This design comes from an exercise in tuning for small area, a short achievable clock period and few clock cycles on the open sky130 flow, not from production work. At most, simulation tests tie the RTL to the original design; equivalence was not proved. The RTL of runs 1 to 4 was laid out without a check of its function. Power and IR drop assume default switching activity.

==> flow/design.v <==
module cic_xfer (
    input  wire clk,
    input  wire rst,
    input  wire rdy,        
    input  wire pif_clk,
    output wire fall,       
    output wire rise        
);
    reg lvl;                
    wire taken = rdy & (pif_clk ^ lvl);
    assign fall = taken & lvl;
    assign rise = taken & ~lvl;
    always @(posedge clk) begin
        if (rst)
            lvl <= 1'b1;
        else if (taken)
            lvl <= pif_clk;
    end
endmodule
module cic_core (
    input  wire        clk,
    input  wire        rst,
    input  wire        start,
    input  wire        region_pal,
    input  wire        abort_req,
    input  wire [7:0]  seed,
    input  wire [47:0] checksum,    
    input  wire        pif_clk,
    input  wire        pif_din,
    output wire        drive_low,
    output wire        ready,
    output wire        busy,
    output wire        lockup,
    output reg  [1:0]  outcome
);
    localparam [127:0] TABLE_NTSC = 128'h89E16DC75B8F41B0CED01E31A581A90E;
    localparam [127:0] TABLE_PAL  = 128'hC511891728F321B0A57589171215F40E;
    localparam [1:0] OUT_NONE    = 2'd0;
    localparam [1:0] OUT_ENDED   = 2'd1;
    localparam [1:0] OUT_ABORTED = 2'd2;
    localparam [1:0] OUT_LOCKUP  = 2'd3;
    localparam [3:0] G_IDLE = 4'd0,
                     G_HELLO = 4'd1,    
                     G_SEED  = 4'd2,    
                     G_CK0   = 4'd3,    
                     G_CK    = 4'd4,    
                     G_INIT  = 4'd5,    
                     G_CMD   = 4'd6,    
                     G_CMPC  = 4'd7,    
                     G_CMPB  = 4'd8,    
                     G_V2A   = 4'd9,    
                     G_V2R   = 4'd10,   
                     G_V2Z   = 4'd11,   
                     G_V2T   = 4'd12,   
                     G_ACK   = 4'd13,   
                     G_LOCK  = 4'd14;
    reg  [3:0]   seg;
    reg          busy_r;
    reg          lock_r;
    reg          rdy;
    reg          drv;
    reg          rgn;
    reg  [1:0]   bc;        
    reg  [4:0]   nc;        
    reg  [3:0]   rsh;       
    reg  [3:0]   m1, m2, m3, m4, m5, m6, m7, m8,
                 m9, m10, m11, m12, m13, m14, m15;    
    reg  [119:0] sm;        
    reg  [3:0]   vt;        
    reg          vcy;       
    reg  [1:0]   rnd;
    reg          act;       
    reg  [3:0]   cx;        
    reg          vc, vd, ve, vf, vg, vh;    
    reg          fall_q;    
    reg          v2s2;      
    reg          sm_shift;  
    wire [3:0] r4  = sm[3:0];      
    wire [3:0] r3  = sm[7:4];      
    wire [3:0] r2  = sm[11:8];     
    wire [3:0] r1  = sm[15:12];    
    wire [3:0] qa3 = sm[23:20];    
    wire [3:0] qa6 = sm[27:24];    
    wire [3:0] ptr = sm[31:28];    
    wire       qcc = sm[32];       
    wire [3:0] va  = sm[119:116];  
    wire fall, rise;
    cic_xfer u_xfer (
        .clk     (clk),
        .rst     (rst),
        .rdy     (rdy),
        .pif_clk (pif_clk),
        .fall    (fall),
        .rise    (rise)
    );
    assign ready     = rdy;
    assign drive_low = drv;
    assign busy      = busy_r;
    assign lockup    = lock_r;
    wire [1:0] bsel = ~bc;                  
    reg cmp_bit;
    always @* begin
        case (ptr)
            4'd1:  cmp_bit = m1[0];
            4'd2:  cmp_bit = m2[0];
            4'd3:  cmp_bit = m3[0];
            4'd4:  cmp_bit = m4[0];
            4'd5:  cmp_bit = m5[0];
            4'd6:  cmp_bit = m6[0];
            4'd7:  cmp_bit = m7[0];
            4'd8:  cmp_bit = m8[0];
            4'd9:  cmp_bit = m9[0];
            4'd10: cmp_bit = m10[0];
            4'd11: cmp_bit = m11[0];
            4'd12: cmp_bit = m12[0];
            4'd13: cmp_bit = m13[0];
            4'd14: cmp_bit = m14[0];
            default: cmp_bit = m15[0];
        endcase
    end
    reg ssend;    
    reg sbit;     
    always @* begin
        ssend = 1'b1;
        sbit  = 1'b0;
        case (seg)
            G_HELLO: sbit = bc[0] & (bc[1] | rgn);       
            G_SEED, G_CK: sbit = sm[bsel];
            G_CMPB:  begin ssend = bc[0]; sbit = cmp_bit; end
            G_V2A:   sbit = ~bc[0];                     
            G_V2T:   sbit = sm[bsel];
            G_CK0, G_V2Z, G_ACK: sbit = 1'b0;
            default: ssend = 1'b0;
        endcase
    end
    reg [3:0] ckx;
    always @* begin
        case (nc[3:0])
            4'd0:  ckx = checksum[3:0];
            4'd1:  ckx = checksum[7:4];
            4'd2:  ckx = checksum[11:8];
            4'd3:  ckx = checksum[15:12];
            4'd4:  ckx = checksum[19:16];
            4'd5:  ckx = checksum[23:20];
            4'd6:  ckx = checksum[27:24];
            4'd7:  ckx = checksum[31:28];
            4'd8:  ckx = checksum[35:32];
            4'd9:  ckx = checksum[39:36];
            4'd10: ckx = checksum[43:40];
            default: ckx = checksum[47:44];
        endcase
    end
    wire [3:0] v2_a1 = va ^ {~rsh[0], 3'b000};
    wire [3:0] v2_a2 = v2_a1 + {~v2_a1[1], 2'b00};
    wire [3:0] v2_t  = v2_a2 + rsh;
    function [4:0] v2_step2;
        input       cy;
        input [3:0] t;
        reg   [3:0] u;
        reg   [4:0] w;
        begin
            u = (cy ? t : t + 4'd7) + t;
            w = {1'b0, u} + {1'b0, t} + {4'd0, cy};
            v2_step2 = {w[4], ~w[3:0]};
        end
    endfunction
    wire [4:0] v2_tab [0:31];
    genvar gi;
    generate
        for (gi = 0; gi < 32; gi = gi + 1) begin : g_v2
            assign v2_tab[gi] = v2_step2(gi / 16, gi % 16);
        end
    endgenerate
    wire [4:0] v2_f   = v2_tab[{vcy, vt}];
    wire [3:0] v2_out = v2_f[3:0];
    wire [3:0] n1  = cx + m1 + 4'd1;
    wire [3:0] n2  = ~(n1 + m2 + 4'd1);
    wire [4:0] s23 = {1'b0, m2} + {1'b0, m3} + 5'd1;
    wire       cc  = s23[4];
    wire [3:0] n3  = cc ? (m2 + {m3[2:0], 1'b1}) : s23[3:0];
    wire [3:0] a3  = cc ? n3 : m3;
    wire [3:0] n4  = qa3 + m4;
    wire [3:0] n5a = qa3 + m4 + m5;
    wire [3:0] n5b = {~m4[3], m4[2:0]} + (m4[3] ? 4'd0 : m5);
    wire [3:0] n5  = qcc ? n5b : n5a;
    wire [3:0] n6  = (qcc ? m5 : {~m5[3], m5[2:0]}) + ((~qcc & m5[3]) ? 4'd0 : m6) + {3'd0, qcc};
    wire [3:0] a6  = qcc ? n6 : m6;
    wire [3:0] n7  = qa6 + m7  + 4'd1;
    wire [3:0] n8  = n7  + m8  + 4'd1;
    wire [3:0] n9  = m8  + m9  + 4'd1;
    wire [3:0] n10 = n9  + m10 + 4'd1;
    wire [3:0] n11 = m10 + m11 + 4'd1;
    wire [3:0] n12 = n11 + m12 + 4'd1;
    wire [3:0] n13 = m12 + m13 + 4'd1;
    wire [3:0] n14 = n13 + m14 + 4'd1;
    wire [3:0] n15 = m14 + m15 + 4'd1;
    wire       rnd_end = vh & ~vg;            
    wire [3:0] ptr_next = rgn ? ptr - 4'd1 : ptr + 4'd1;
    wire       ptr_last = rgn ? (ptr == 4'd1) : (ptr == 4'd15);    
    wire       v2s1     = fall_q & (bc == 2'd3) & (seg == G_V2R);
    always @(posedge clk) begin
        v2s2 <= v2s1;
        sm_shift <= (fall & (bc == 2'd3) & (seg == G_V2T)) | v2s1;
        if (sm_shift) begin
            sm <= {v2_out, sm[119:4]};
        end else begin
            if (seg == G_HELLO) begin
                sm[15:12] <= 4'd15;                         
                sm[11:8]  <= 4'd0;
                sm[7:4]   <= seed[7:4] + seed[3:0] + 4'd1;   
                sm[3:0]   <= seed[7:4];                      
            end else if (seg == G_CK0) begin
                sm[15:12] <= 4'd3;
                sm[11:8]  <= 4'd5;
                sm[7:4]   <= 4'd3;
                sm[3:0]   <= 4'd0;
            end else if (fall_q && bc == 2'd3 && (seg == G_SEED || seg == G_CK)) begin
                sm[15:12] <= r1 + 4'd1 + vt;
                sm[11:8]  <= r2 + 4'd1 + r1;
                sm[7:4]   <= r3 + 4'd1 + r2;
                sm[3:0]   <= r4 + 4'd1 + r3;
            end
            if (act) begin
                sm[23:20] <= a3;
                sm[32]    <= cc;
            end
            if (vc)
                sm[27:24] <= a6;
            if (rnd_end)
                sm[31:28] <= (m7 == 4'd0) ? 4'd1 : m7;
            else if (rise && seg == G_CMPB && bc[0])
                sm[31:28] <= ptr_next;
            if (seg == G_V2A)
                sm[119:116] <= 4'd5;
        end
        if (v2s2)
            vcy <= v2_f[4];
        else if (seg == G_V2A)
            vcy <= 1'b1;
        if (v2s1)
            vt <= v2_t;
        else if (seg == G_SEED)
            vt <= 4'd15;
        else if (seg == G_CK)
            vt <= ckx;
        if (fall)
            rsh <= {rsh[2:0], pif_din};
        fall_q <= fall;
        if (seg == G_INIT && !nc[0]) begin
            m1  <= rgn ? TABLE_PAL[4*17 +: 4] : TABLE_NTSC[4*17 +: 4];
            m2  <= rgn ? TABLE_PAL[4*18 +: 4] : TABLE_NTSC[4*18 +: 4];
            m3  <= rgn ? TABLE_PAL[4*19 +: 4] : TABLE_NTSC[4*19 +: 4];
            m4  <= rgn ? TABLE_PAL[4*20 +: 4] : TABLE_NTSC[4*20 +: 4];
            m5  <= rgn ? TABLE_PAL[4*21 +: 4] : TABLE_NTSC[4*21 +: 4];
            m6  <= rgn ? TABLE_PAL[4*22 +: 4] : TABLE_NTSC[4*22 +: 4];
            m7  <= rgn ? TABLE_PAL[4*23 +: 4] : TABLE_NTSC[4*23 +: 4];
            m8  <= rgn ? TABLE_PAL[4*24 +: 4] : TABLE_NTSC[4*24 +: 4];
            m9  <= rgn ? TABLE_PAL[4*25 +: 4] : TABLE_NTSC[4*25 +: 4];
            m10 <= rgn ? TABLE_PAL[4*26 +: 4] : TABLE_NTSC[4*26 +: 4];
            m11 <= rgn ? TABLE_PAL[4*27 +: 4] : TABLE_NTSC[4*27 +: 4];
            m12 <= rgn ? TABLE_PAL[4*28 +: 4] : TABLE_NTSC[4*28 +: 4];
            m13 <= rgn ? TABLE_PAL[4*29 +: 4] : TABLE_NTSC[4*29 +: 4];
            m14 <= rgn ? TABLE_PAL[4*30 +: 4] : TABLE_NTSC[4*30 +: 4];
            m15 <= rgn ? TABLE_PAL[4*31 +: 4] : TABLE_NTSC[4*31 +: 4];
        end else if (fall_q && seg == G_INIT && nc[0] && bc == 2'd3) begin
            m1 <= rsh;                           
        end else if (seg == G_CMPC) begin
            if (act) begin m1  <= n1;  m2  <= n2;  m3  <= n3;  end
            if (vc)  begin m4  <= n4;  m5  <= n5;  m6  <= n6;  end
            if (vd)  begin m7  <= n7;  m8  <= n8;  end
            if (ve)  begin m9  <= n9;  m10 <= n10; end
            if (vf)  begin m11 <= n11; m12 <= n12; end
            if (vg)  begin m13 <= n13; m14 <= n14; end
            if (vh)  m15 <= n15;
        end
        if (act)
            cx <= cx - 4'd1;
        else if (rnd_end)
            cx <= n15;                           
        else if (seg != G_CMPC)
            cx <= m15;                           
    end
    always @(posedge clk) begin
        if (rst) begin
            seg     <= G_IDLE;
            busy_r  <= 1'b0;
            lock_r  <= 1'b0;
            rdy     <= 1'b0;
            drv     <= 1'b0;
            outcome <= OUT_NONE;
            act     <= 1'b0;
            vc      <= 1'b0;
            vd      <= 1'b0;
            ve      <= 1'b0;
            vf      <= 1'b0;
            vg      <= 1'b0;
            vh      <= 1'b0;
        end else begin
            if (seg == G_CMPC) begin
                if (act)
                    act <= (cx != 4'd0);
                vc <= act;
                vd <= vc;
                ve <= vd;
                vf <= ve;
                vg <= vf;
                vh <= vg;
                if (rnd_end) begin
                    rnd <= rnd + 2'd1;
                    if (rnd == 2'd2) begin
                        seg <= G_CMPB;
                        bc  <= 2'd0;
                        rdy <= 1'b1;
                    end else begin
                        act <= 1'b1;
                    end
                end
            end
            if (fall)
                drv <= ssend & ~sbit;
            if (seg == G_IDLE) begin
                if (start) begin
                    seg     <= G_HELLO;
                    busy_r  <= 1'b1;
                    rdy     <= 1'b1;
                    rgn     <= region_pal;
                    outcome <= OUT_NONE;
                    bc      <= 2'd0;
                    nc      <= 5'd0;
                end
            end else if (rise) begin
                drv <= 1'b0;
                bc  <= bc + 2'd1;
                case (seg)
                    G_HELLO: if (bc == 2'd3) seg <= G_SEED;
                    G_SEED: if (bc == 2'd3) begin
                        nc <= nc + 5'd1;
                        if (nc[3:0] == 4'd15) begin
                            seg <= G_CK0;
                            nc  <= 5'd0;
                        end
                    end
                    G_CK0: begin
                        seg <= G_CK;
                        bc  <= 2'd0;
                    end
                    G_CK: if (bc == 2'd3) begin
                        nc <= nc + 5'd1;
                        if (nc[3:0] == 4'd15) begin
                            seg <= G_INIT;
                            nc  <= 5'd0;
                        end
                    end
                    G_INIT: if (bc == 2'd3) begin
                        nc <= nc + 5'd1;
                        if (nc[0]) begin
                            if (abort_req) begin
                                seg     <= G_IDLE;
                                busy_r  <= 1'b0;
                                rdy     <= 1'b0;
                                outcome <= OUT_ABORTED;
                            end else begin
                                seg <= G_CMD;
                            end
                        end
                    end
                    G_CMD: if (bc[0]) begin
                        bc <= 2'd0;
                        nc <= 5'd0;
                        case (rsh[1:0])
                            2'b00: begin
                                seg    <= G_CMPC;
                                rdy    <= 1'b0;
                                rnd    <= 2'd0;
                                act    <= 1'b1;
                            end
                            2'b10: seg <= G_V2A;
                            2'b11: seg <= G_ACK;
                            default: begin
                                seg     <= G_LOCK;
                                lock_r  <= 1'b1;
                                rdy     <= 1'b0;
                                outcome <= OUT_LOCKUP;
                            end
                        endcase
                    end
                    G_CMPB: if (bc[0] && ptr_last) begin
                        bc <= 2'd0;
                        if (abort_req) begin
                            seg     <= G_IDLE;
                            busy_r  <= 1'b0;
                            rdy     <= 1'b0;
                            outcome <= OUT_ABORTED;
                        end else begin
                            seg <= G_CMD;
                        end
                    end
                    G_V2A: if (bc == 2'd3) begin
                        nc <= nc + 5'd1;
                        if (nc[0]) begin
                            seg <= G_V2R;
                            nc  <= 5'd0;
                        end
                    end
                    G_V2R: if (bc == 2'd3) begin
                        nc <= nc + 5'd1;
                        if (nc == 5'd29) begin
                            seg <= G_V2Z;
                            nc  <= 5'd0;
                        end
                    end
                    G_V2Z: begin
                        seg <= G_V2T;
                        bc  <= 2'd0;
                    end
                    G_V2T: if (bc == 2'd3) begin
                        nc <= nc + 5'd1;
                        if (nc == 5'd29) begin
                            if (abort_req) begin
                                seg     <= G_IDLE;
                                busy_r  <= 1'b0;
                                rdy     <= 1'b0;
                                outcome <= OUT_ABORTED;
                            end else begin
                                seg <= G_CMD;
                            end
                        end
                    end
                    G_ACK: begin
                        seg     <= G_IDLE;
                        busy_r  <= 1'b0;
                        rdy     <= 1'b0;
                        outcome <= OUT_ENDED;
                    end
                    default: ;
                endcase
            end
        end
    end
endmodule
==> flow/flow/run.sh <==
#!/bin/bash
# The standard layout, with the port buffers made of buf_1 cells (which
# the resizer may size up) instead of the default delay-buffer cell.
set -euo pipefail
export BUFFER_PORTS_ARGS="-buffer_cell sky130_fd_sc_hd__buf_1"
bash standard.sh > standard_flow.log 2>&1
==> flow/standard.sh <==
#!/bin/bash
# synth_recipe.tcl (not shown) runs the flow's synth.tcl, then flattens the netlist and writes it again
# the make line also repeats each setting of config.mk as NAME=value (left out here)
make -C /OpenROAD-flow-scripts/flow DESIGN_CONFIG=/design/flow/config.mk WORK_HOME=/design/flow/orfs CLKGATE_MAP_FILE= SYNTH_SCRIPT=/design/flow/synth_recipe.tcl "${@:-finish}"
==> flow/config.mk <==
export PLATFORM = sky130hd
export DESIGN_NAME = cic_core
export DESIGN_NICKNAME = cic_core
export VERILOG_FILES = /design/flow/design.v
export SDC_FILE = /design/flow/constraint.sdc
export NUM_CORES = 4
export LEC_CHECK = 0
export ABC_CLOCK_PERIOD_IN_PS = 2500
export CAP_MARGIN = 20
export CORE_MARGIN = 2
export CORE_UTILIZATION = 50
export CTS_CLUSTER_DIAMETER = 70
export CTS_CLUSTER_SIZE = 24
export PLACE_DENSITY = 0.6
export SETUP_SLACK_MARGIN = 4.5
export SLEW_MARGIN = 20
==> flow/constraint.sdc <==
create_clock -name core_clock -period 7.0 [get_ports {clk}]
set_input_delay 1.4000 -clock core_clock [delete_from_list [all_inputs] [get_ports {clk}]]
set_output_delay 1.4000 -clock core_clock [all_outputs]
set_load 0.01 [all_outputs]
==> reports/metrics.yaml, run 1 <==
grt:
  grt_overflow: 0
  grt_use_total: 0.218
  grt_pass1_wl_um: 47200
  antenna_found_initial: 0
  grt_pass1_vias: 8811
  grt_max_degree: 88
sta:
  grt_setup_unrepaired: "yes"
  fin_hold_ws_ps: 417
  relSlewSlack: 0.448
  clock.fmax_mhz: 392
  timing.clock.skew_ps: 26.1
  drv_slew: 0
  finalSetupViolCount: 0
  period_share: 0.364
  period_needed_ps: 2550
  finalHoldViolCount: 0
  setup_ws_ps: 4450
  fin_tns_setup_ps: 0
  tightest_slew_ps: 826
synthesis:
  synth_area_leaders: "edfxtp_1 (43%), ha_1 (8.1%), dfxtp_1 (5.7%)"
  synth_edf_count: 187
  synth_top_area_share: 0.431
  synth_cell_type_count: 84
  ys_seq_elements: 224
  yosys_warnings: 2
  synth.largest_area_cell: "edfxtp_1"
  synth_ff_type: "edfxtp_1"
  syn_area_um2: 13000
  syn_nets: 1380
  ys_seq_area_frac: 0.487
  async_reset_ff_frac: 0
  synthCells: 1208
  syn_area_per_cell_um2: 10.8
placed_design:
  gp_congestion: 0.883
  pre_cts_ws_ps: 3960
  numPortBuffers: 68
  hpwl_um: 20600
run:
  drv_cap: 0
critical_path:
  arrival_ps: 2980
  cp_slowest_cell: "fa_1"
  critPathMaxFanout: 3
  crit_chain: "inv_2 -> ha_4 -> fa_1 -> inv_1 -> ha_1 -> nor2b_1 -> o21a_1 -> or3_1 -> mux2i_2 -> mux2i_1"
  path_buf_inv: 2
  critPathLaunchType: "register"
  required_ps: 7430
  max_stage_delay_ps: 500
  crit_type: "register to register"
  cp-end-kind: "register"
  cpLargestDelayFamily: "adder cells"
clocking:
  cts_inserted_buffers: 18
  clk_latency_ps: 520
  hold_buffers: 0
  clk_root_buffer_cell: "clkbuf_16"
  clk_path_buf_depth: 3
  cts_tree: "yes"
  cts_sinks: 224
  clkTransAtPathRegs_ps: 90
  h-tree-depth: 1
power_and_ir_drop:
  power.leakage_nw: 5.41
  p_clk_frac: 0.391
  internal-power_mw: 2.15
  pwr-share-comb: 0.093
  swShare: 0.255
  power_density_nw_per_um2: 197
  pwr-share-seq: 0.516
  peakVddDrop_v: 0.000264
  p_switching_uw: 736
routing:
  viasPerCell: 5.84
  drc_errors: 0
  initialDrtViolationCount: 743
  vias: 9421
  post_drt_wl_per_cell_um: 18.5
  ant_nets: 0
  dr.pass1.iters: 5
  wl_um: 29800
cells_and_area:
  top_register: "sm"
  area_growth_pct: 12.4
  n_antenna_cell: 0
  fillers: 2247
  nNetsFinal: 1440
  drive_gt1_frac: 0.123
  reg_top3: "sm x120, nc x5"
  largest_reg_flops: 120
floorplanning:
  rows: 59
  ios: 69
  start_util: 0.505
  fp.dieArea_um2: 27400
  core_area_um2: 25800
  die_x_um: 165
  die_y_um: 165
worst_hold_path:
  hold_path.class: "register to register"
outcome:
  outcome: "finished clean"
## cell usage after synthesis, types with 25 or more instances
library cell    n
a21oi_1        96
clkbuf_1       32
dfxtp_1        37
edfxtp_1      187
fa_1           25
ha_1           84
inv_1          84
nand2_1       106
nor2_1         71
nor2b_1        33
o21ai_0        63
xnor2_1        34
## cells in the final DEF (no fill, tap or decap), types with 10 or more instances in the layout
cell type and instances:
o21ai_0 56, nor3_1 17, nand3_1 18, nand2_1 104
xnor2_1 33, nor2b_1 30, a21o_1 13, a22oi_1 17
edfxtp_1 187, ha_4 10, mux2i_1 14, buf_1 63
dfxtp_1 30, fa_1 19, inv_1 76, o211ai_1 14
ha_1 68, clkbuf_16 19, a211oi_1 19, a21oi_1 94
nor2_1 70, nand2b_1 14, buf_4 30, xor2_1 23
## power by group through the flow
| stage | Clock [mW] | Sequential, mW | Combinational [mW] |
|---|---|---|---|
| after floorplan | 0 | 1.51 | 0.197 |
| after global placement | 0 | 1.52 | 0.256 |
| after detailed placement | 0 | 1.52 | 0.260 |
| after CTS | 1.17 | 1.49 | 0.267 |
| after global routing | 1.21 | 1.50 | 0.305 |
| final | 1.13 | 1.49 | 0.269 |
## cells by family (layout without fill, tap and decap cells)
| logic type | after synthesis | count (layout) | synth area share |
|---|---|---|---|
| AOI/OAI and AO/OA | 318 | 318 | 0.161 |
| xor gates and xnor gates | 57 | 57 | 0.0383 |
| adders and majority gates | 109 | 109 | 0.119 |
| buffers and inverters | 147 | 218 | 0.0458 |
| DFF | 224 | 224 | 0.487 |
| muxes | 23 | 23 | 0.0186 |
| and+or+nand+nor | 330 | 330 | 0.130 |
## path summary, 6_finish.rpt
check / start / end / slack (ps) / cells past startpoint
min: sm[108] / sm[104] / 420 / 0
min reg2reg: sm[108] / sm[104] / 420 / 0
max reg2reg: cx[0] / m2[3] / 4450 / 10
max: cx[0] / m2[3] / 4450 / 10
## per-stage QoR
step | util | std cells | total power [mW] | instance area [um^2]
final | 0.567 | 1614 | 2.89 | 14700
after global routing | 0.567 | 1614 | 3.01 | 14700
after CTS | 0.557 | 1602 | 2.92 | 14400
after detailed placement | 0.525 | 1559 | 1.78 | 13600
after global placement | 0.525 | 1559 | 1.78 | 13600
after floorplan | - | 1208 | 1.70 | 13100
## metal layers
layer  GRT usage  vias up  wire [um]
met3      0.0270       36       1230
met2       0.339      220      13600
met4      0.0505        0        593
met5           0        -          0
met1       0.325     4609      14300
li1            -     4556          -
## cell type report
class / count / area [um^2] / area share
multi-input combinational: 837 / 6370 / 0.435
tap: 335 / 419 / 0.0286
inverter: 88 / 350 / 0.0239
clock inverter: 12 / 175 / 0.0120
timing repair buffer: 99 / 498 / 0.0340
sequential: 224 / 6370 / 0.435
clock buffer: 19 / 475 / 0.0324
## timing repair
item / 4_1_cts / 5_1_grt
resized for setup: 29 / 48
buffers inserted: 12 / 12
pin swaps: 4 / 25
endpoints found under the setup margin: 79 / 79
==> inputs of run 2 (changes only) <==
--- a/flow/config.mk
+++ b/flow/config.mk
@@ -13,4 +13,4 @@
 export CTS_CLUSTER_SIZE = 24
 export PLACE_DENSITY = 0.6
-export SETUP_SLACK_MARGIN = 4.5
+export SETUP_SLACK_MARGIN = 4.6
 export SLEW_MARGIN = 20
==> run 2 against run 1 <==
Net effect:
- setup slack better by 43 ps
- via count up 2.0%
- critical path depth unchanged
- synthesized cell count unchanged
- die area unchanged
- non-clock buffer count increased by 21
- power shrank 4.5%
- maximum frequency increased by 1.7%
- largest power group unchanged
- register-to-register slack better by 40 ps
==> reports/metrics.yaml, run 2 <==
outcome:
  outcome: "finished clean"
floorplanning:
  fp.dieArea_um2: 27400
  rows: 59
  core_area_um2: 25800
  die_y_um: 165
  start_util: 0.505
  ios: 69
  die_x_um: 165
routing:
  met3_wirelength_um: 1530
  viasPerCell: 5.88
  drc_errors: 0
  initialDrtViolationCount: 761
  post_drt_wl_per_cell_um: 18.8
  dr.pass1.iters: 5
  wl_met2_um: 14300
  ant_nets: 0
  route.top_layer_used: "met4"
  wl_met1_um: 14300
  wl_um: 30800
  vias: 9610
critical_path:
  arrival_ps: 2930
  critPathMaxFanout: 2
  required_ps: 7430
  critPathLaunchType: "register"
  crit_type: "register to register"
  cp-end-kind: "register"
cells_and_area:
  drive_gt1_frac: 0.159
  final_cell_mix: "edfxtp_1 (187), nand2_1 (104), a21oi_1 (92), inv_1 (72), nor2_1 (70)"
  reg_top3: "sm x120, nc x5"
  layout.cells.most_common: "edfxtp_1"
  largest_reg_flops: 120
  top_register: "sm"
  fillers: 2217
  nNetsFinal: 1460
  n_antenna_cell: 0
  area_growth_pct: 14.4
synthesis:
  synth_ff_type: "edfxtp_1"
  synth.largest_area_cell: "edfxtp_1"
  syn_area_per_cell_um2: 10.8
  syn_area_um2: 13000
  ys_seq_area_frac: 0.487
  synth_common_cells: "edfxtp_1 (187), nand2_1 (106), a21oi_1 (96)"
  yosys_warnings: 2
  synth_edf_count: 187
  syn_nets: 1380
  ys_seq_elements: 224
  async_reset_ff_frac: 0
  synth_cell_type_count: 84
  synth_top_area_share: 0.431
  synth.most_common_cell: "edfxtp_1"
  synthCells: 1208
  synth_area_leaders: "edfxtp_1 (43%), ha_1 (8.1%), dfxtp_1 (5.7%)"
sta:
  tightest_slew_ps: 846
  grt_setup_unrepaired: "yes"
  drv_slew: 0
  timing.clock.skew_ps: 19.0
  period_needed_ps: 2510
  relSlewSlack: 0.434
  setup_ws_ps: 4490
  finalHoldViolCount: 0
  clock.fmax_mhz: 399
  fin_tns_setup_ps: 0
  period_share: 0.358
  finalSetupViolCount: 0
power_and_ir_drop:
  peakVddDrop_v: 0.000213
  power_density_nw_per_um2: 185
  power.leakage_nw: 5.52
clocking:
  clkTransAtPathRegs_ps: 90
  hold_buffers: 0
  clk_root_buffer_cell: "clkbuf_16"
  cts_sinks: 224
  clk_path_buf_depth: 3
  h-tree-depth: 1
  cts_tree: "yes"
  clk_latency_ps: 490
  cts_inserted_buffers: 16
worst_hold_path:
  hold_path.class: "register to register"
grt:
  grt_overflow: 0
  grt_pass1_vias: 8980
  grt_max_degree: 67
  grt_use_total: 0.222
  grt_pass1_wl_um: 47800
  antenna_found_initial: 0
placed_design:
  pre_cts_ws_ps: 3980
  numPortBuffers: 68
  gp_congestion: 0.863
  hpwl_um: 20700
run:
  drv_cap: 0
==> run 2: cell counts after synthesis <==
Identical to the previous run, type by type.
==> run 2: cells by family after synthesis <==
group | synth area share
multiplexers | 0.0186
buffers and inverters | 0.0458
adder cells (fa/ha/maj) | 0.119
AO/OA/AOI/OAI | 0.161
flip-flops | 0.487
XOR/XNOR | 0.0383
AND/OR/NAND/NOR | 0.130
==> run 2: final cells by class <==
cell class	count	area, um^2	area share
clock buffers	20	437	0.0293
clock inverters	8	114	0.00763
inverters	88	350	0.0235
multi-input cells	838	6530	0.438
flip-flops and latches	224	6380	0.427
well taps	335	419	0.0281
repair buffers	120	693	0.0465
==> run 2: power breakdown <==
| group | internal, mW | switching [mW] |
|---|---|---|
| clock network | 0.503 | 0.487 |
| registers | 1.46 | 0.0291 |
| logic | 0.124 | 0.156 |
| total | 2.09 | 0.672 |
==> run 2: final timing paths <==
check          from  endpoint  slack, ps  cells past startpoint
min          sm[82]    sm[78]        430                      0
min reg2reg  sm[82]    sm[78]        430                      0
max reg2reg   cx[0]     m2[3]       4490                     10
max           cx[0]     m2[3]       4490                     10
==> run 2: metrics by stage <==
step	total power [mW]	util	std cells	hold WS, ps	instance area [um^2]
finish	2.76	0.577	1633	426	14900
global placement	1.78	0.526	1559	403	13600
global route	2.87	0.577	1633	432	14900
floorplan	1.71	-	1208	400	13100
CTS	2.78	0.561	1610	427	14500
detailed placement	1.78	0.526	1559	405	13600
==> run 2: repair_timing <==
| action | in CTS | in global routing |
|---|---|---|
| cloned | 0 | 1 |
| endpoints found under the setup margin | 116 | 51 |
| resized for setup | 59 | 58 |
| pin swaps | 15 | 28 |
| setup buffers | 23 | 22 |
==> run 2: layer usage <==
metal / GRT usage / vias to the layer above
met4: 0.0458 / 0
met5: 0 / -
met2: 0.349 / 266
met3: 0.0242 / 51
li1: - / 4597
met1: 0.332 / 4696
==> run 2: critical path, cell delays in order (launching register included) <==
cell and delay [ps]:
edfxtp_1 370, inv_2 60, ha_4 160, fa_2 540, inv_2 50, ha_4 200, nor2b_4 110, o21a_1 180
or3_1 380, mux2i_2 190, mux2i_1 200
==> inputs of run 3 (changes only) <==
--- a/flow/design.v
+++ b/flow/design.v
@@ -175,5 +175,5 @@
     wire [3:0] v2_out = v2_f[3:0];
     wire [3:0] n1  = cx + m1 + 4'd1;
-    wire [3:0] n2  = ~(n1 + m2 + 4'd1);
+    wire [3:0] n2  = ~(cx + m1 + m2 + 4'd2);   
     wire [4:0] s23 = {1'b0, m2} + {1'b0, m3} + 5'd1;
     wire       cc  = s23[4];
--- a/flow/config.mk
+++ b/flow/config.mk
@@ -13,4 +13,4 @@
 export CTS_CLUSTER_SIZE = 24
 export PLACE_DENSITY = 0.6
-export SETUP_SLACK_MARGIN = 4.6
+export SETUP_SLACK_MARGIN = 4.5
 export SLEW_MARGIN = 20
==> run 3 against run 2 <==
Net effect:
- setup slack worse by 110 ps
- sequential power hardly changed
- combinational power down 23%
- clock power up 8%
- cell area down 3.0%
- sequential share of layout area increased by 1.3 points
- power down 0.12%
- synthesized area is 1.8% lower
- critical path depth increased by 1
- final cell count fell by 3.4%
- largest power group unchanged
==> reports/metrics.yaml, run 3 <==
clocking:
  clk_root_buffer_cell: "clkbuf_16"
  cts_inserted_buffers: 18
  clk_latency_ps: 510
  h-tree-depth: 1
  cts_sinks: 224
  clk_path_buf_depth: 3
  cts_tree: "yes"
  hold_buffers: 0
  clkTransAtPathRegs_ps: 90
floorplanning:
  fp.dieArea_um2: 26900
  start_util: 0.508
  die_x_um: 164
  rows: 58
  core_area_um2: 25200
  die_y_um: 164
  ios: 69
worst_hold_path:
  hold_path.class: "register to register"
grt:
  antenna_found_initial: 0
  grt_use_total: 0.222
  grt_overflow: 0
  grt_max_degree: 79
  grt_pass1_wl_um: 47000
  grt_pass1_vias: 8551
cells_and_area:
  area_growth_pct: 13.0
  final_cell_mix: "edfxtp_1 (187), nand2_1 (88), a21oi_1 (84), nor2_1 (80), inv_1 (76)"
  reg_top3: "sm x120, nc x5"
  stdcell_count: 1577
  n_antenna_cell: 0
  layout.cells.most_common: "edfxtp_1"
  nNetsFinal: 1410
  top_register: "sm"
  largest_reg_flops: 120
  drive_gt1_frac: 0.141
  fillers: 2170
sta:
  relSlewSlack: 0.344
  fin_hold_ws_ps: 406
  drv_slew: 0
  finalSetupViolCount: 0
  finalHoldViolCount: 0
  tightest_slew_ps: 984
  fin_tns_setup_ps: 0
  timing.clock.skew_ps: 22.2
  period_needed_ps: 2610
  period_share: 0.373
  grt_setup_unrepaired: "yes"
  clock.fmax_mhz: 383
routing:
  vias: 9006
  dr.pass1.iters: 5
  initialDrtViolationCount: 663
  wl_um: 29500
  drc_errors: 0
  post_drt_wl_per_cell_um: 18.7
  viasPerCell: 5.71
  ant_nets: 0
critical_path:
  max_stage_delay_ps: 420
  crit_type: "register to register"
  arrival_ps: 3010
  critPathLaunchType: "register"
  r2r_setup_slack_ps: 4390
  critPathMaxFanout: 2
  crit_chain: "ha_2 -> inv_2 -> fa_1 -> ha_1 -> inv_1 -> ha_2 -> fa_2 -> xnor2_2 -> xnor2_2 -> o211ai_1 -> o31ai_1"
  cp-end-kind: "register"
  cp_slowest_cell: "edfxtp_1"
  required_ps: 7390
synthesis:
  synth_cell_type_count: 82
  syn_nets: 1339
  synthCells: 1165
  syn_area_per_cell_um2: 11.0
  synth_area_leaders: "edfxtp_1 (44%), ha_1 (8.4%), dfxtp_1 (5.8%)"
  synth_edf_count: 187
  synth_top_area_share: 0.439
  ys_seq_elements: 224
  syn_area_um2: 12800
  synth_ff_type: "edfxtp_1"
  synth_common_cells: "edfxtp_1 (187), a21oi_1 (92), nand2_1 (89)"
  async_reset_ff_frac: 0
  ys_seq_area_frac: 0.497
  synth.most_common_cell: "edfxtp_1"
  synth.largest_area_cell: "edfxtp_1"
  yosys_warnings: 2
power_and_ir_drop:
  peakVddDrop_v: 0.000201
  power.leakage_nw: 5.44
  power_density_nw_per_um2: 191
run:
  drv_cap: 0
outcome:
  outcome: "finished clean"
placed_design:
  hpwl_um: 20200
  gp_congestion: 0.900
  dp.cells: 1512
  numPortBuffers: 68
[run 3: cell count changes in the layout (fill, tap and decap cells not counted), moves of 6 or more]
cell / delta
nand2_1: -16
buf_1: +10
nor2_1: +10
a21o_1: +9
buf_4: -9
nand2b_1: +9
a21oi_1: -8
nor2b_1: -8
xnor2_1: +8
nor3b_1: -7
buf_2: -6
mux2i_1: -6
nand3_1: -6
[run 3: cell type report]
| type | instances | area, um^2 | area share |
|---|---|---|---|
| clock buffer | 20 | 479 | 0.0331 |
| clock inverter | 11 | 131 | 0.00908 |
| inverter | 88 | 345 | 0.0239 |
| multi-input combinational | 794 | 6150 | 0.425 |
| sequential | 224 | 6370 | 0.440 |
| tap | 330 | 413 | 0.0285 |
| timing repair buffer | 110 | 578 | 0.0400 |
[run 3: worst max-delay path: cells and delay by family (launching register included)]
family,cells,cell delay [ps]
fa+ha+maj,5,1450
compound gates,2,260
buf+inv,2,90
flops,1,420
xor+xnor,2,300
[run 3: routing by layer]
metal  routed length (um)  track usage  part of all wire  vias up
met2                13200        0.339              0.45      230
met4                  558       0.0455             0.019        0
li1                     -            -                 -     4362
met1                14400        0.343              0.49     4379
met3                 1310       0.0270             0.044       35
met5                    0            0                 0        -
[run 3: repair_timing]
item,4_1_cts,5_1_grt
setup endpoints to repair,63,78
resized for setup,21,47
pin swaps,5,31
setup buffers,10,24
[run 3: worst paths after layout]
kind           start       to  cells after the start
min          sm[109]  sm[105]                      0
max reg2reg    cx[0]    m2[3]                     11
min reg2reg  sm[109]  sm[105]                      0
max            cx[0]    m2[3]                     11
[run 3: logic make-up after synthesis]
| group | synth area share |
|---|---|
| adders and majority gates | 0.123 |
| muxes | 0.0162 |
| DFF | 0.497 |
| and+or+nand+nor | 0.115 |
| buffers and inverters | 0.0463 |
| xor gates and xnor gates | 0.0514 |
| AOI/OAI and AO/OA | 0.152 |
[run 3: where the power goes]
| group | internal, mW | switching, mW | total [mW] |
|---|---|---|---|
| Clock | 0.529 | 0.544 | 1.07 |
| Combinational | 0.0968 | 0.118 | 0.215 |
| Sequential | 1.45 | 0.0189 | 1.47 |
[run 3: stage by stage]
stage / util / area [um^2] / setup slack, ps / total power, mW
5_1_grt: 0.575 / 14500 / 4270 / 2.87
3_5_place_dp: 0.530 / 13300 / 4010 / 1.70
3_3_place_gp: 0.530 / 13300 / 4050 / 1.70
6_report: 0.575 / 14500 / 4390 / 2.76
2_1_floorplan: - / 12900 / 4320 / 1.64
4_1_cts: 0.559 / 14100 / 4330 / 2.78
==> inputs of run 4 (changes only) <==
--- a/flow/design.v
+++ b/flow/design.v
@@ -174,6 +174,6 @@
     wire [4:0] v2_f   = v2_tab[{vcy, vt}];
     wire [3:0] v2_out = v2_f[3:0];
-    wire [3:0] n1  = cx + m1 + 4'd1;
-    wire [3:0] n2  = ~(cx + m1 + m2 + 4'd2);   
+    wire [3:0] n1  = cx + m1;
+    wire [3:0] n2  = ~(n1 + m2 + 4'd1);
     wire [4:0] s23 = {1'b0, m2} + {1'b0, m3} + 5'd1;
     wire       cc  = s23[4];
@@ -195,4 +195,5 @@
     wire [3:0] n14 = n13 + m14 + 4'd1;
     wire [3:0] n15 = m14 + m15 + 4'd1;
+    wire [3:0] x15 = m14 + m15 + 4'd2;        
     wire       rnd_end = vh & ~vg;            
     wire [3:0] ptr_next = rgn ? ptr - 4'd1 : ptr + 4'd1;
@@ -277,7 +278,7 @@
             cx <= cx - 4'd1;
         else if (rnd_end)
-            cx <= n15;                           
+            cx <= x15;                           
         else if (seg != G_CMPC)
-            cx <= m15;                           
+            cx <= m15 + 4'd1;                    
     end
     always @(posedge clk) begin
@@ -299,5 +300,5 @@
             if (seg == G_CMPC) begin
                 if (act)
-                    act <= (cx != 4'd0);
+                    act <= (cx != 4'd1);         
                 vc <= act;
                 vd <= vc;
==> run 4 against run 3 <==
Net effect:
- critical path depth is 1 lower
- global-route usage is 0.15 points higher
- setup slack better by 140 ps
- core utilization is 0.33 points lower
- critical path type unchanged
==> reports/metrics.yaml, run 4 <==
sta:
  grt_setup_unrepaired: "yes"
  drv_slew: 0
  setup_ws_ps: 4530
  finalHoldViolCount: 0
  timing.clock.skew_ps: 19.7
  period_needed_ps: 2470
  tightest_slew_ps: 784
  fin_tns_setup_ps: 0
  period_share: 0.353
  relSlewSlack: 0.478
  finalSetupViolCount: 0
  clock.fmax_mhz: 405
grt:
  antenna_found_initial: 0
  grt_pass1_vias: 8997
  grt_use_total: 0.224
  grt_overflow: 0
  grt_max_degree: 65
  grt_pass1_wl_um: 48000
critical_path:
  cp-end-kind: "register"
  required_ps: 7250
  critPathMaxFanout: 3
  critPathLaunchType: "register"
  arrival_ps: 2720
  crit_type: "register to register"
  max_stage_delay_ps: 400
  crit_chain: "inv_1 -> ha_2 -> fa_2 -> xnor2_4 -> ha_4 -> nor2b_1 -> a221oi_2 -> xnor2_1 -> xnor2_1 -> o21ai_0"
  cp_slowest_cell: "fa_2"
  cp-startpoint: "m12[0]"
  cp_common_cell: "xnor2_1"
  r2r-start: "m12[0]"
synthesis:
  synth_common_cells: "edfxtp_1 (187), nand2_1 (111), a21oi_1 (90)"
  synth_area_leaders: "edfxtp_1 (43%), ha_1 (8.5%), dfxtp_1 (5.7%)"
  synth.largest_area_cell: "edfxtp_1"
  ys_seq_elements: 224
  async_reset_ff_frac: 0
  synth_cell_type_count: 90
  synth.most_common_cell: "edfxtp_1"
  syn_nets: 1380
  yosys_warnings: 2
  synth_ff_type: "edfxtp_1"
  syn_area_um2: 13000
  synth_top_area_share: 0.431
  synthCells: 1204
  synth_edf_count: 187
  ys_seq_area_frac: 0.488
  syn_area_per_cell_um2: 10.8
cells_and_area:
  fillers: 2291
  seq_area_um2: 6370
  nNetsFinal: 1456
  drive_gt1_frac: 0.129
  layout.cells.most_common: "edfxtp_1"
  largest_reg_flops: 120
  multi_input_area_um2: 6350
  top_register: "sm"
  area_growth_pct: 13.4
  reg_top3: "sm x120, nc x5"
  n_antenna_cell: 0
  final_cell_mix: "edfxtp_1 (187), nand2_1 (109), a21oi_1 (88), inv_1 (79), nor2_1 (78)"
placed_design:
  numPortBuffers: 68
  pre_cts_ws_ps: 3920
  gp_congestion: 0.907
  hpwl_um: 21100
floorplanning:
  core_area_um2: 25800
  rows: 59
  fp.dieArea_um2: 27300
  start_util: 0.504
  die_y_um: 165
  ios: 69
  die_x_um: 165
power_and_ir_drop:
  p_total_mw: 2.82
  pwr-share-comb: 0.075
  power_density_nw_per_um2: 191
  pwr-share-seq: 0.522
  swShare: 0.248
  power.leakage_nw: 5.58
  p_switching_uw: 701
  peakVddDrop_v: 0.000187
  internal-power_mw: 2.12
  p_clk_frac: 0.403
routing:
  post_drt_wl_per_cell_um: 18.5
  ant_nets: 0
  drc_errors: 0
  viasPerCell: 5.72
  initialDrtViolationCount: 657
  dr.pass1.iters: 6
  wl_um: 30200
  vias: 9306
clocking:
  h-tree-depth: 1
  cts_tree: "yes"
  cts_inserted_buffers: 19
  clk_path_buf_depth: 3
  cts_sinks: 224
  clk_root_buffer_cell: "clkbuf_16"
  clkTransAtPathRegs_ps: 90
  clk_latency_ps: 510
worst_hold_path:
  hold_start: "sm[114]"
  hold_path.class: "register to register"
outcome:
  outcome: "finished clean"
run:
  drv_cap: 0
==> run 4: worst max-delay path, delay by kind of cell, from the launching register on <==
family	cells	cell delay, ps
AND/OR/NAND/NOR	1	140
adder cells (fa/ha/maj)	3	840
buffers and inverters	1	60
AO/OA/AOI/OAI	2	330
flip-flops	1	340
XOR/XNOR	3	510
==> run 4: path summary, 6_finish.rpt <==
path | end | slack (ps) | cells past startpoint
max | m14[3] | 4530 | 10
max reg2reg | m14[3] | 4530 | 10
min | sm[110] | 420 | 0
min reg2reg | sm[110] | 420 | 0
==> run 4: area by class of cell <==
cell class	count	share of cell area
Clock buffer	19	0.0322
Tap cell	335	0.0284
Clock inverter	14	0.0130
Timing Repair Buffer	113	0.0413
Sequential cell	224	0.431
Multi-Input combinational cell	835	0.430
Inverter	87	0.0233
==> run 4: timing repair <==
item / CTS / global route
setup endpoints to repair: 73 / 69
resized for setup: 27 / 44
pin swaps: 2 / 24
hold buffers: 0 / 0
setup buffers: 7 / 26
==> run 4: layer usage <==
layer / track usage / share of wire
met2: 0.366 / 0.47
met3: 0.0242 / 0.043
met1: 0.327 / 0.47
met4: 0.0408 / 0.021
met5: 0 / 0
==> run 4: stage by stage <==
step	utilization	area [um^2]	cells	hold slack, ps
final	0.571	14800	1627	417
after global routing	0.571	14800	1627	414
after CTS	0.558	14400	1601	413
after detailed placement	0.526	13600	1561	405
after global placement	0.526	13600	1560	400
after floorplan	-	13100	1204	400
==> run 4: cells by family (layout without fill, tap and decap cells) <==
family / Yosys count / in the layout / synth area share
xor gates and xnor gates: 64 / 64 / 0.0441
AOI/OAI and AO/OA: 293 / 293 / 0.147
DFF: 224 / 224 / 0.488
and+or+nand+nor: 346 / 346 / 0.135
buffers and inverters: 145 / 233 / 0.0458
adders and majority gates: 114 / 114 / 0.124
muxes: 18 / 18 / 0.0162
==> run 4: power by group through the flow <==
stage               logic [mW]  registers (mW)  clock network [mW]
finish                   0.212            1.47                1.14
global route             0.240            1.48                1.21
CTS                      0.211            1.47                1.16
detailed placement       0.205            1.50                   0
global placement         0.203            1.51                   0
floorplan                0.153            1.49                   0
==> inputs of run 5 (changes only) <==
--- a/flow/design.v
+++ b/flow/design.v
@@ -174,5 +174,5 @@
     wire [4:0] v2_f   = v2_tab[{vcy, vt}];
     wire [3:0] v2_out = v2_f[3:0];
-    wire [3:0] n1  = cx + m1;
+    wire [3:0] n1  = cx + m1 + 4'd1;
     wire [3:0] n2  = ~(n1 + m2 + 4'd1);
     wire [4:0] s23 = {1'b0, m2} + {1'b0, m3} + 5'd1;
@@ -195,8 +195,6 @@
     wire [3:0] n14 = n13 + m14 + 4'd1;
     wire [3:0] n15 = m14 + m15 + 4'd1;
-    wire [3:0] x15 = m14 + m15 + 4'd2;        
     wire       rnd_end = vh & ~vg;            
     wire [3:0] ptr_next = rgn ? ptr - 4'd1 : ptr + 4'd1;
-    wire       ptr_last = rgn ? (ptr == 4'd1) : (ptr == 4'd15);    
     wire       v2s1     = fall_q & (bc == 2'd3) & (seg == G_V2R);
     always @(posedge clk) begin
@@ -278,7 +276,7 @@
             cx <= cx - 4'd1;
         else if (rnd_end)
-            cx <= x15;                           
+            cx <= n15;                           
         else if (seg != G_CMPC)
-            cx <= m15 + 4'd1;                    
+            cx <= m15;                           
     end
     always @(posedge clk) begin
@@ -300,5 +298,5 @@
             if (seg == G_CMPC) begin
                 if (act)
-                    act <= (cx != 4'd1);         
+                    act <= (cx != 4'd0);
                 vc <= act;
                 vd <= vc;
@@ -386,5 +384,5 @@
                         endcase
                     end
-                    G_CMPB: if (bc[0] && ptr_last) begin
+                    G_CMPB: if (bc[0] && ptr_next == 4'd0) begin
                         bc <= 2'd0;
                         if (abort_req) begin
==> flow/flow/run.sh (replaced) <==
#!/bin/bash
# The standard layout, with the port buffers made of buf_2 cells (which
# the resizer may size up) instead of the default delay-buffer cell.
set -euo pipefail
export BUFFER_PORTS_ARGS="-buffer_cell sky130_fd_sc_hd__buf_2"
bash standard.sh > standard_flow.log 2>&1
--- a/flow/config.mk
+++ b/flow/config.mk
@@ -9,8 +9,8 @@
 export CAP_MARGIN = 20
 export CORE_MARGIN = 2
-export CORE_UTILIZATION = 50
+export CORE_UTILIZATION = 60
 export CTS_CLUSTER_DIAMETER = 70
 export CTS_CLUSTER_SIZE = 24
-export PLACE_DENSITY = 0.6
+export PLACE_DENSITY = 0.7
 export SETUP_SLACK_MARGIN = 4.5
 export SLEW_MARGIN = 20
==> run 5 against run 4 <==
Net effect:
- still clean
- die area decreased by 18%
- first-iteration DRC count decreased by 6.5%
- final cell count shrank 6.0%
- sequential share of layout area rose by 0.74 points
- sequential power hardly changed
- clock skew rose by 1.3 ps
- critical path type unchanged
- largest power group unchanged
==> reports/metrics.yaml, run 5 <==
clocking:
  clk_root_buffer_cell: "clkbuf_16"
  h-tree-depth: 1
  clkTransAtPathRegs_ps: 100
  cts_tree: "yes"
  clk_path_buf_depth: 3
  hold_buffers: 0
  cts_sinks: 224
  clk_latency_ps: 500
  cts_inserted_buffers: 16
power_and_ir_drop:
  pwr-share-seq: 0.542
  power_density_nw_per_um2: 187
  internal-power_mw: 2.07
  pwr-share-comb: 0.082
  p_clk_frac: 0.376
  p_total_mw: 2.72
  p_switching_uw: 652
  peakVddDrop_v: 0.000206
  swShare: 0.240
  power.leakage_nw: 5.50
cells_and_area:
  final_core_util: 0.693
  reg_top3: "sm x120, nc x5"
  top_register: "sm"
  layout.cells.most_common: "edfxtp_1"
  multi_input_area_um2: 6170
  final_area_um2: 14500
  final_cell_mix: "edfxtp_1 (187), nand2_1 (108), a21oi_1 (93), inv_1 (78), nor2_1 (73)"
  seq_area_um2: 6370
  area_growth_pct: 14.0
  largest_reg_flops: 120
  nNetsFinal: 1416
  drive_gt1_frac: 0.189
  fillers: 1613
  n_antenna_cell: 0
sta:
  drv_slew: 0
  setup_ws_ps: 4510
  fin_tns_setup_ps: 0
  period_share: 0.356
  finalSetupViolCount: 0
  relSlewSlack: 0.372
  grt_setup_unrepaired: "yes"
  period_needed_ps: 2490
  timing.clock.skew_ps: 21.0
  clock.fmax_mhz: 401
  finalHoldViolCount: 0
  tightest_slew_ps: 938
placed_design:
  placed_cell_area_um2: 13400
  numPortBuffers: 68
  gp_congestion: 0.937
  hpwl_um: 20600
  pre_cts_ws_ps: 4060
floorplanning:
  die_x_um: 150
  die_y_um: 150
  start_util: 0.608
  rows: 53
  ios: 69
  fp.dieArea_um2: 22400
  core_area_um2: 21000
run:
  drv_cap: 0
routing:
  ant_nets: 0
  dr.pass1.iters: 5
  viasPerCell: 6.00
  wl_um: 29700
  initialDrtViolationCount: 614
  post_drt_wl_per_cell_um: 19.5
  vias: 9180
  drc_errors: 0
worst_hold_path:
  hold_start: "sm[102]"
  hold_path.class: "register to register"
critical_path:
  arrival_ps: 2920
  critPathLaunchType: "register"
  r2r-start: "sm[29]"
  critPathMaxFanout: 5
  crit_chain: "buf_6 -> or4b_4 -> nand3_4 -> nand2_2 -> or4_4 -> a2111oi_4 -> a41o_1"
  cp-end-kind: "register"
  r2r_setup_slack_ps: 4510
  max_stage_delay_ps: 550
  cp-startpoint: "sm[29]"
  cp_slowest_cell: "or4b_4"
  required_ps: 7430
  crit_type: "register to register"
synthesis:
  synth.most_common_cell: "edfxtp_1"
  synth_ff_type: "edfxtp_1"
  ys_seq_elements: 224
  syn_area_um2: 12700
  async_reset_ff_frac: 0
  synthCells: 1166
  syn_nets: 1338
  yosys_warnings: 2
  synth_edf_count: 187
  syn_area_per_cell_um2: 10.9
  ys_seq_area_frac: 0.499
  synth_area_leaders: "edfxtp_1 (44%), ha_1 (8.3%), dfxtp_1 (5.8%)"
  synth_cell_type_count: 83
  synth.largest_area_cell: "edfxtp_1"
  synth_common_cells: "edfxtp_1 (187), nand2_1 (111), a21oi_1 (101)"
  synth_top_area_share: 0.441
grt:
  antenna_found_initial: 1
  grt_max_degree: 82
  grt_pass1_vias: 8900
  grt_pass1_wl_um: 46900
  grt_overflow: 0
  grt_use_total: 0.266
outcome:
  outcome: "finished clean"
==> run 5: cell types whose count changed after synthesis, moves of 5 or more <==
| cell | before | now |
|---|---|---|
| buf_4 | 8 | 1 |
| nand2b_1 | 19 | 24 |
| a21oi_1 | 90 | 101 |
| clkbuf_1 | 31 | 44 |
| nor3_1 | 21 | 13 |
| a21o_1 | 15 | 21 |
| o21ai_0 | 54 | 47 |
| a222oi_1 | 7 | 2 |
| nand3b_1 | 7 | 2 |
| nor2b_1 | 28 | 20 |
| buf_2 | 18 | 6 |
| nand3_1 | 17 | 10 |
==> run 5: metrics by stage <==
step	hold WS, ps	instances
final	415	1529
after global routing	426	1529
after CTS	421	1508
after detailed placement	405	1463
after global placement	401	1463
after floorplan	400	1166
==> run 5: path summary, 6_finish.rpt <==
path / depth (start not counted) / to
worst min register to register: 0 / sm[98]
worst max register to register: 7 / seg[2]
worst max-delay path: 7 / seg[2]
worst min-delay path: 0 / sm[98]
==> run 5: cell families (layout without fill, tap and decap cells) <==
| logic type | Yosys count | count (layout) | share of synthesized area |
|---|---|---|---|
| AO/OA/AOI/OAI | 301 | 301 | 0.155 |
| XOR/XNOR | 69 | 69 | 0.0507 |
| adder cells (fa/ha/maj) | 109 | 109 | 0.122 |
| buffers and inverters | 143 | 231 | 0.0442 |
| flip-flops | 224 | 224 | 0.499 |
| multiplexers | 17 | 17 | 0.0150 |
| AND/OR/NAND/NOR | 303 | 303 | 0.114 |
==> run 5: repair_timing <==
item | in CTS | in global routing
endpoints found under the setup margin | 54 | 81
pin swaps | 3 | 26
resized for setup | 18 | 53
cloned | 0 | 0
setup buffers | 17 | 21
==> run 5: power groups by stage <==
stage / combinational (mW) / clock [mW] / sequential, mW
floorplan: 0.150 / 0 / 1.50
global placement: 0.209 / 0 / 1.50
detailed placement: 0.213 / 0 / 1.50
CTS: 0.217 / 1.04 / 1.47
global route: 0.248 / 1.08 / 1.48
finish: 0.223 / 1.02 / 1.47
==> run 5: layer usage <==
layer  GRT usage  vias to the layer above  wire, um
li1            -                     4370         -
met5           0                        -        13
met1       0.379                     4426     13200
met4      0.0689                        2       831
met2       0.431                      319     13900
met3      0.0402                       63      1840
==> run 5: layout make-up <==
class / count / share of cell area
Timing Repair Buffer: 116 / 0.0497
Multi-Input combinational cell: 799 / 0.425
Clock inverter: 9 / 0.00905
Clock buffer: 19 / 0.0298
Tap cell: 275 / 0.0237
Inverter: 87 / 0.0237
Sequential cell: 224 / 0.439
==> run 5: worst max-delay path, delay by kind of cell (launching register included) <==
| family | cells | cell delay (ps) |
|---|---|---|
| buffers and inverters | 1 | 170 |
| DFF | 1 | 510 |
| AOI/OAI and AO/OA | 2 | 460 |
| and+or+nand+nor | 4 | 1280 |
Testbench counts of run 5, summed over its fixed seeds: cycles 47,175.
==> inputs of run 6 (changes only) <==
--- a/flow/config.mk
+++ b/flow/config.mk
@@ -9,8 +9,8 @@
 export CAP_MARGIN = 20
 export CORE_MARGIN = 2
-export CORE_UTILIZATION = 60
+export CORE_UTILIZATION = 50
 export CTS_CLUSTER_DIAMETER = 70
 export CTS_CLUSTER_SIZE = 24
-export PLACE_DENSITY = 0.7
+export PLACE_DENSITY = 0.6
 export SETUP_SLACK_MARGIN = 4.5
 export SLEW_MARGIN = 20
==> run 6 against run 5 <==
Net effect:
- still clean on timing, DRC and antenna
- sequential share of layout area down 0.29 points
- maximum frequency about the same
- power up 0.74%
- synthesized cell count did not move
- critical path depth is the same
- sequential power is essentially flat
- routed wire length is 0.52% lower
- non-clock buffer count is the same
- die area grew 19%
- via count decreased by 1.7%
- count of clock-buffer cells in the layout grew 2
- setup slack lost 1.0 ps
- largest cell class unchanged
- highest routed layer is now met4
==> reports/metrics.yaml, run 6 <==
critical_path:
  r2r-start: "sm[29]"
  cp-end-kind: "register"
  cp_slowest_cell: "or4b_4"
  crit_chain: "buf_6 -> or4b_4 -> nand3_4 -> nand2_4 -> or4_4 -> a2111oi_4 -> a41o_1"
  critPathLaunchType: "register"
  rr_worst_depth: 7
  cpLargestDelayFamily: "simple AND/OR/NAND/NOR gates"
  max_stage_delay_ps: 530
  critPathMaxFanout: 4
  reg2reg_to: "seg[2]"
  crit_type: "register to register"
  required_ps: 7430
  path_buf_inv: 1
  r2r_setup_slack_ps: 4510
  arrival_ps: 2920
clocking:
  cts_sinks: 224
  clkTransAtPathRegs_ps: 90
  clk_latency_ps: 510
  cts_tree: "yes"
  clk_root_buffer_cell: "clkbuf_16"
  hold_buffers: 0
  clk_path_buf_depth: 3
  cts_inserted_buffers: 18
  h-tree-depth: 1
floorplanning:
  fp.dieArea_um2: 26800
  start_util: 0.507
  die_y_um: 164
  die_x_um: 164
  ios: 69
  rows: 58
  core_area_um2: 25100
cells_and_area:
  area_growth_pct: 14.7
  layout.cells.most_common: "edfxtp_1"
  reg_top3: "sm x120, nc x5"
  final_area_um2: 14600
  final_cell_mix: "edfxtp_1 (187), nand2_1 (108), a21oi_1 (93), inv_1 (78), nor2_1 (73)"
  drive_gt1_frac: 0.191
  final_core_util: 0.582
  stdcell_count: 1588
  top_register: "sm"
  nNetsFinal: 1418
  fillers: 2181
  largest_reg_flops: 120
sta:
  tightest_slew_ps: 981
  fin_tns_setup_ps: 0
  setup_ws_ps: 4510
  period_needed_ps: 2490
  period_share: 0.356
  relSlewSlack: 0.344
  clock.fmax_mhz: 401
  grt_setup_unrepaired: "yes"
  finalSetupViolCount: 0
  fin_hold_ws_ps: 408
  finalHoldViolCount: 0
  timing.clock.skew_ps: 25.0
  drv_slew: 0
routing:
  ant_nets: 0
  initialDrtViolationCount: 678
  vias: 9025
  viasPerCell: 5.68
  wl_um: 29600
  dr.pass1.iters: 5
  post_drt_wl_per_cell_um: 18.6
  drc_errors: 0
grt:
  grt_pass1_wl_um: 47700
  grt_overflow: 0
  grt_max_degree: 88
  grt_pass1_vias: 8688
  grt_use_total: 0.225
  antenna_found_initial: 1
power_and_ir_drop:
  power.leakage_nw: 5.50
  pwr-share-seq: 0.539
  swShare: 0.241
  p_total_mw: 2.74
  p_clk_frac: 0.380
  p_switching_uw: 660
  peakVddDrop_v: 0.000171
  power_density_nw_per_um2: 187
  pwr-share-comb: 0.081
  internal-power_mw: 2.08
placed_design:
  dp.cells: 1517
  hpwl_um: 20900
  placed_cell_area_um2: 13400
  gp_congestion: 0.872
  numPortBuffers: 68
  pre_cts_ws_ps: 4050
synthesis:
  synth_ff_type: "edfxtp_1"
  synth_common_cells: "edfxtp_1 (187), nand2_1 (111), a21oi_1 (101)"
  synth.most_common_cell: "edfxtp_1"
  synth_top_area_share: 0.441
  synthCells: 1166
  synth_area_leaders: "edfxtp_1 (44%), ha_1 (8.3%), dfxtp_1 (5.8%)"
  ys_seq_area_frac: 0.499
  ys_seq_elements: 224
  synth_cell_type_count: 83
  syn_area_per_cell_um2: 10.9
  synth.largest_area_cell: "edfxtp_1"
  syn_area_um2: 12700
  yosys_warnings: 2
  synth_edf_count: 187
  async_reset_ff_frac: 0
  syn_nets: 1338
worst_hold_path:
  hold_path.class: "register to register"
  worstHoldPathCells: 0
  holdPathEnd: "sm[103]"
  hold_start: "sm[107]"
outcome:
  outcome: "finished clean"
run:
  drv_cap: 0
run 6: how the worst max path moves through the flow:
stage                 start  endpoint  slack [ps]  cells after the start
detailed placement  pif_clk     nc[4]        4050                      5
global route          m9[0]    m10[3]        4430                     10
global placement     sm[28]       rdy        4070                      8
finish               sm[29]    seg[2]        4510                      7
CTS                  sm[29]       rdy        4480                      7
floorplan           seed[4]     sm[6]        4380                      7
run 6: kinds of logic (layout without fill, tap and decap cells):
logic type	count (synthesis)	count (layout)	synth area share
buffers and inverters	143	234	0.0442
muxes	17	17	0.0150
and+or+nand+nor	303	303	0.114
xor gates and xnor gates	69	69	0.0507
adders and majority gates	109	109	0.122
DFF	224	224	0.499
AOI/OAI and AO/OA	301	301	0.155
other	0	1	0
run 6: layout make-up:
cell class | instances | area (um^2) | area share
Sequential cell | 224 | 6370 | 0.436
Tap cell | 330 | 413 | 0.0283
Timing Repair Buffer | 116 | 711 | 0.0486
Clock inverter | 10 | 108 | 0.00737
Antenna cell | 1 | 2.50 | 0.000171
Clock buffer | 21 | 483 | 0.0331
Multi-Input combinational cell | 799 | 6180 | 0.423
Inverter | 87 | 344 | 0.0236
run 6: layer usage:
metal,GRT usage,wire (um)
met5,0,0
met4,0.0510,669
met3,0.0264,1420
met2,0.361,13700
met1,0.330,13800
run 6: repair_timing:
action / in CTS / in global routing
pin swaps: 6 / 24
buffers inserted: 21 / 18
resized for setup: 30 / 44
setup endpoints to repair: 66 / 74
endpoints found under the hold margin: 0 / 0
run 6: worst register-to-register path, stage by stage, from the launching register on:
cell,delay [ps]
edfxtp_1,520
buf_6,170
or4b_4,530
nand3_4,130
nand2_4,70
or4_4,510
a2111oi_4,350
a41o_1,140
run 6: power by group through the flow:
| stage | registers (mW) | logic (mW) | clock network (mW) |
|---|---|---|---|
| floorplan | 1.50 | 0.150 | 0 |
| global placement | 1.51 | 0.205 | 0 |
| detailed placement | 1.51 | 0.207 | 0 |
| CTS | 1.48 | 0.216 | 1.07 |
| global route | 1.48 | 0.248 | 1.12 |
| finish | 1.47 | 0.222 | 1.04 |
==> inputs of run 7 (changes only) <==
--- a/flow/config.mk
+++ b/flow/config.mk
@@ -10,6 +10,7 @@
 export CORE_MARGIN = 2
 export CORE_UTILIZATION = 50
-export CTS_CLUSTER_DIAMETER = 70
-export CTS_CLUSTER_SIZE = 24
+export CTS_BUF_LIST = sky130_fd_sc_hd__clkbuf_8
+export CTS_CLUSTER_DIAMETER = 50
+export CTS_CLUSTER_SIZE = 16
 export PLACE_DENSITY = 0.6
 export SETUP_SLACK_MARGIN = 4.5
==> run 7 against run 6 <==
Net effect:
- via count increased by 0.59%
- final cell count increased by 1.9%
- first-iteration DRC count decreased by 5.5%
- maximum frequency decreased by 0.71%
- clock skew decreased by 10 ps
- hold slack improved by 5.9 ps
- critical path depth decreased by 6
- die area unchanged
- critical path type is now register to output pin
- critical endpoint is now ready
- largest power group unchanged
==> reports/metrics.yaml, run 7 <==
grt:
  grt_overflow: 0
  antenna_found_initial: 1
  grt_pass1_wl_um: 47900
  grt_use_total: 0.226
  grt_max_degree: 88
  grt_pass1_vias: 8819
synthesis:
  synthMuxAreaShare: 0.0150
  synth.largest_area_cell: "edfxtp_1"
  synth_top_area_share: 0.441
  yosys_warnings: 2
  synth_compound_area_frac: 0.155
  syn_area_um2: 12700
  async_reset_ff_frac: 0
  synth_edf_count: 187
  synth_top_family_by_area: "compound AO/OA/AOI/OAI gates"
  synth_common_cells: "edfxtp_1 (187), nand2_1 (111), a21oi_1 (101)"
  synth_area_leaders: "edfxtp_1 (44%), ha_1 (8.3%), dfxtp_1 (5.8%)"
  synth-xor-area-share: 0.0507
  synthCells: 1166
  ys_seq_area_frac: 0.499
  syn_nets: 1338
  synth_cell_type_count: 83
  synth_ff_type: "edfxtp_1"
  synth.most_common_cell: "edfxtp_1"
  synthAdderAreaFrac: 0.122
  syn_area_per_cell_um2: 10.9
  ys_seq_elements: 224
  synthSimpleGateAreaFrac: 0.114
cells_and_area:
  nNetsFinal: 1435
  reg_top3: "sm x120, nc x5"
  drive_gt1_frac: 0.214
  fillers: 2175
  area_growth_pct: 15.5
  multi_input_area_um2: 6200
  layout.cells.most_common: "edfxtp_1"
  largest_reg_flops: 120
  seq_area_um2: 6370
  top_register: "sm"
  final_core_util: 0.586
  final_cell_mix: "edfxtp_1 (187), nand2_1 (108), a21oi_1 (93), inv_1 (76), nor2_1 (73)"
routing:
  vias: 9078
  initialDrtViolationCount: 641
  viasPerCell: 5.61
  wl_um: 30000
  ant_nets: 0
  dr.pass1.iters: 5
  drc_errors: 0
  post_drt_wl_per_cell_um: 18.5
critical_path:
  cpLargestDelayFamily: "flip-flops"
  critPathLaunchType: "register"
  crit_type: "register to output pin"
  critPathMaxFanout: 5
  max_stage_delay_ps: 400
  path_buf_inv: 1
  cp-end-kind: "output pin"
  crit_chain: "buf_2"
  cp_slowest_cell: "dfxtp_4"
  required_ps: 5600
  arrival_ps: 1110
sta:
  period_needed_ps: 2510
  fin_tns_setup_ps: 0
  clock.fmax_mhz: 398
  relSlewSlack: 0.346
  period_share: 0.359
  tightest_slew_ps: 977
  drv_slew: 0
  fin_hold_ws_ps: 414
  finalSetupViolCount: 0
  finalHoldViolCount: 0
  grt_setup_unrepaired: "yes"
  timing.clock.skew_ps: 15.1
clocking:
  clkTransAtPathRegs_ps: 90
  hold_buffers: 0
  cts_tree: "yes"
  cts_inserted_buffers: 30
  clk_root_buffer_cell: "clkbuf_8"
  h-tree-depth: 1
  clk_path_buf_depth: 3
  cts_sinks: 224
  clk_latency_ps: 580
floorplanning:
  ios: 69
  die_x_um: 164
  core_area_um2: 25100
  die_y_um: 164
  fp.dieArea_um2: 26800
  start_util: 0.507
  rows: 58
power_and_ir_drop:
  power.leakage_nw: 5.55
  peakVddDrop_v: 0.000162
  power_density_nw_per_um2: 186
placed_design:
  numPortBuffers: 68
  hpwl_um: 20900
  gp_congestion: 0.872
worst_hold_path:
  hold_path.class: "register to register"
run:
  drv_cap: 0
outcome:
  outcome: "finished clean"
## run 7: final timing paths
path,start,end,slack (ps),cells past startpoint
setup / recovery,rdy,ready,4490,1
hold / removal,sm[107],sm[103],410,0
setup reg to reg,sm[29],seg[3],4500,7
hold reg to reg,sm[107],sm[103],410,0
## run 7: per-layer routing
metal	vias up	GRT usage	share of wire
met2	260	0.363	0.46
met3	52	0.0305	0.049
met1	4343	0.327	0.47
met5	-	0	0
met4	0	0.0518	0.023
li1	4423	-	-
## run 7: through the flow
| stage | total power [mW] | setup WS (ps) | instances | cell area [um^2] |
|---|---|---|---|---|
| floorplan | 1.65 | 4380 | 1166 | 12900 |
| global placement | 1.71 | 4070 | 1517 | 13400 |
| detailed placement | 1.72 | 4050 | 1517 | 13400 |
| CTS | 2.76 | 4290 | 1593 | 14300 |
| global route | 2.85 | 4420 | 1617 | 14700 |
| finish | 2.74 | 4490 | 1618 | 14700 |
## run 7: report_power, final
part           switching [mW]  internal (mW)  leakage (nW)
combinational           0.119          0.103          3.41
sequential             0.0217           1.45          1.83
clock                   0.561          0.478         0.313
total                   0.702           2.03          5.55
## run 7: cell type report
class | instances | share of cell area
flip-flops and latches | 224 | 0.433
repair buffers | 121 | 0.0510
diodes | 1 | 0.000170
inverters | 87 | 0.0234
clock inverters | 25 | 0.0137
clock buffers | 31 | 0.0290
well taps | 330 | 0.0281
multi-input cells | 799 | 0.421
## run 7: logic make-up (layout without fill, tap and decap cells)
group / count (synthesis) / in the layout
xor+xnor: 69 / 69
fa+ha+maj: 109 / 109
simple gates: 303 / 303
flops: 224 / 224
mux: 17 / 17
buf+inv: 143 / 264
compound gates: 301 / 301
other cells: 0 / 1
## run 7: timing repair
item	CTS	global route
endpoints found under the setup margin	63	60
resized for setup	28	53
pin swaps	5	26
setup buffers	20	24

## re-timing with driven ports
Ports are ideal in the flow. The routed layouts listed here were re-timed in OpenROAD. Step 1 sets driving cells, clkbuf_16 on the clock port and buf_2 on the other inputs (assumed; they add their load-dependent delay and slew). Step 2 also shifts input and output timing later by t, the mid clock arrival at the registers, as if the neighbouring blocks saw the same clock. Three values: ideal ports, drivers, drivers and shift; two values: the first two.
| run | t (ns) | setup slack, ns | slew at the worst register clock pin (ns) | worst data-port slew with drivers (ns) |
|---|---|---|---|---|
| run 1 | 0.553 | 4.450 / 4.450 / 4.072 | 0.09 / 0.09 | 0.04 |
| run 2 | 0.532 | 4.493 / 4.493 / 4.102 | 0.09 / 0.09 | 0.05 |
| run 3 | 0.545 | 4.386 / 4.386 / 4.048 | 0.09 / 0.09 | 0.05 |
| run 4 | 0.540 | 4.530 / 4.511 / 4.029 | 0.09 / 0.09 | 0.04 |
| run 5 | 0.528 | 4.507 / 4.507 / 4.072 | 0.10 / 0.10 | 0.07 |
| run 6 | 0.534 | 4.506 / 4.506 / 4.054 | 0.09 / 0.09 | 0.06 |
| run 7 | 0.609 | 4.488 / 4.452 / 4.050 | 0.09 / 0.09 | 0.06 |
After both steps every run listed still meets setup and hold. For run 4, which loses most, drivers alone change the setup slack by -0.019 ns; drivers and shift together by -0.501 ns.
